Background: an optimization exercise with open tools, aiming at small area. Do not read the settings as production practice. Function was checked by simulation only, so behaviour that the tests miss may differ from the original.

## ws_core
module ws_core (
    input  wire        clk,
    input  wire        rst,           
    input  wire        cmd_valid,
    input  wire [7:0]  cmd,
    output wire        cmd_ready,
    output wire [7:0]  status,
    output wire [31:0] t_out,
    output wire [31:0] h_out,
    output wire [31:0] p_out,
    output wire        bus_req,
    output wire        bus_we,
    output wire [7:0]  bus_addr,
    output wire [3:0]  bus_len,
    output wire [7:0]  bus_wdata,
    input  wire        bus_ack,
    input  wire        bus_fail,
    input  wire [63:0] bus_rdata
);
    localparam [4:0] O_IDLE = 5'd0, O_LD = 5'd1, O_ADD = 5'd2, O_SUB = 5'd3,
                     O_MUL = 5'd16, O_SRA = 5'd18, O_SRL = 5'd19, O_SHL = 5'd20,
                     O_ST = 5'd4, O_DIV = 5'd17, O_MVA = 5'd5, O_LDMB = 5'd6,
                     O_SKN = 5'd8, O_SKP = 5'd9, O_SKNZ = 5'd10, O_JMP = 5'd7,
                     O_BW = 5'd24, O_BR = 5'd25, O_BRAW = 5'd26, O_INS = 5'd11,
                     O_ENDI = 5'd12, O_ENDG = 5'd13, O_BRL = 5'd27;
    localparam [2:0] S_N = 3'd0, S_W = 3'd1, S_C = 3'd2, S_K = 3'd3,
                     S_R16 = 3'd4, S_R8 = 3'd5, S_RNL = 3'd6, S_RNH = 3'd7;
    reg  [7:0]  pc;
    reg         ph;
    reg  [4:0]  cnt;
    reg  [31:0] acc, ma, mb;
    reg         acc32;               
    reg  [31:0] w0, w1, w2, w3;      
    reg  [1:0]  wph;                 
    reg  [255:0] cr;                 
  ...
clock: 60.0 ns
lec_check: 0
abc_area: 1
cap_margin: 10
core_margin: 2
core_utilization: 50
place_density: 0.6
slew_margin: 10
synth_memory_max_bits: 65536
standard.sh (not shown) runs the stock make flow with config.mk's settings and CLKGATE_MAP_FILE= SYNTH_SCRIPT=/design/flow/synth_recipe.tcl, a recipe that flattens the netlist after the stock synthesis.
==> flow/flow/run.sh <==
#!/bin/bash
# Own layout flow: the standard flow, with
#  - the combinational logic of the synthesis mapped again by ABC with an
#    area-oriented script (flow/better.script) and without the full-adder
#    extraction; the registers are those of the standard synthesis (the flow
#    checks their names and cell types and falls back to the standard
#    netlist if they differ);
#  - smaller port buffers and a clock tree of smaller buffers.
# Every tool's output goes to a log file of its own in this folder.
set -uo pipefail
W=$(pwd)
RES=$W/orfs/results/${FLOW_PLATFORM}/ws_core/base
LOGS=$W/logs_own
mkdir -p $LOGS

# 1. standard synthesis
bash standard.sh synth > $LOGS/1_standard_synth.log 2>&1 || exit 1

# 2. the same synthesis with another ABC script, in a work folder of its own
sed "s|log_cmd abc {\*}\$abc_args|log_cmd abc {*}[lreplace \$abc_args 1 1 $W/flow/better.script]|" \
    $FLOW_HOME/scripts/synth.tcl > $W/flow_synth_orfs.tcl
sed "s|source \$::env(SCRIPTS_DIR)/synth.tcl|source $W/flow_synth_orfs.tcl|" \
    $W/synth_recipe.tcl > $W/flow_synth.tcl
SYN=$W/orfs_own
make -C $FLOW_HOME DESIGN_CONFIG=$W/config.mk WORK_HOME=$SYN CLKGATE_MAP_FILE= \
    SYNTH_SCRIPT=$W/flow_synth.tcl ADDER_MAP_FILE= \
    $SYN/results/${FLOW_PLATFORM}/ws_core/base/1_2_yosys.v > $LOGS/2_own_synth.log 2>&1
OWN=$SYN/results/${FLOW_PLATFORM}/ws_core/base/1_2_yosys.v

# 3. keep it only if its registers are the standard synthesis's
regs() { python3 $W/flow/regs.py "$1"; }
if [[ -s $OWN ]] && regs $RES/1_2_yosys.v > $LOGS/regs_std.txt && regs $OWN > $LOGS/regs_own.txt \
   && cmp -s $LOGS/regs_std.txt $LOGS/regs_own.txt; then
    echo "own synthesis kept" > $LOGS/3_choice.log
    cp $OWN $RES/1_2_yosys.v
    rm -f $RES/1_synth.odb $RES/1_synth.sdc
else
    echo "standard synthesis kept" > $LOGS/3_choice.log
fi

# 4. the rest of the standard flow
bash standard.sh \
    "BUFFER_PORTS_ARGS=-buffer_cell sky130_fd_sc_hd__buf_1" \
    "CTS_ARGS=-sink_clustering_enable -repair_clock_nets -buf_list sky130_fd_sc_hd__clkbuf_16 -dont_use_dummy_load -sink_clustering_size 30 -sink_clustering_max_diameter 80" \
    finish > $LOGS/4_standard_finish.log 2>&1 || exit 1
==> flow/flow/better.script <==
strash
&get -n
&deepsyn -T 40
&put
&get -n
&dch -f
&nf -R 1000
&put
Other scripts of this flow, unchanged in this note and not shown: flow/flow/regs.py
==> next run, changes <==
--- a/flow/flow/run.sh
+++ b/flow/flow/run.sh
@@ -44 +44 @@
-    "CTS_ARGS=-sink_clustering_enable -repair_clock_nets -buf_list sky130_fd_sc_hd__clkbuf_16 -dont_use_dummy_load -sink_clustering_size 30 -sink_clustering_max_diameter 80" \
+    "CTS_ARGS=-sink_clustering_enable -repair_clock_nets -buf_list sky130_fd_sc_hd__clkbuf_8 -dont_use_dummy_load -sink_clustering_size 16 -sink_clustering_max_diameter 50" \
==> flow/flow/better.script (replaced) <==
strash
&get -n
&deepsyn -T 120
&put
&get -n
&dch -f
&nf -R 1000
&put
Effect:
- global-route usage rose by 0.25 points
- final area fell by 0.95%
- cell count fell by 1.3%
- clock-buffer cell count rose by 16

==> afterwards: timing with drivers on the ports <==
Ports are ideal in the flow. The routed layouts listed here were re-timed in OpenROAD.
Step 1 assumes that a clkbuf_16 drives the clock port and a buf_2 every other input.
Step 2 times the ports against the registers' clock, not the clock port: input delays grow and output delays shrink by t, the midpoint of the rising clock arrivals with the driver on.
Three values: ideal, step 1, step 2; two values: the first two.
run | t, ns | setup slack, ns | worst setup path at the end | clock arrival spread, ns | slew at the worst register clock pin (ns)
the first run | 0.596 | 37.695 / 37.723 / 37.128 | input to register | 0.103 / 0.103 | 0.11 / 0.11
the second run | 0.627 | 35.824 / 35.847 / 35.220 | input to register | 0.089 / 0.089 | 0.10 / 0.10
After both steps every run listed still meets setup and hold. The setup slack of the second run, which loses most, moves by +0.023 ns with the drivers and by -0.604 ns with both steps.
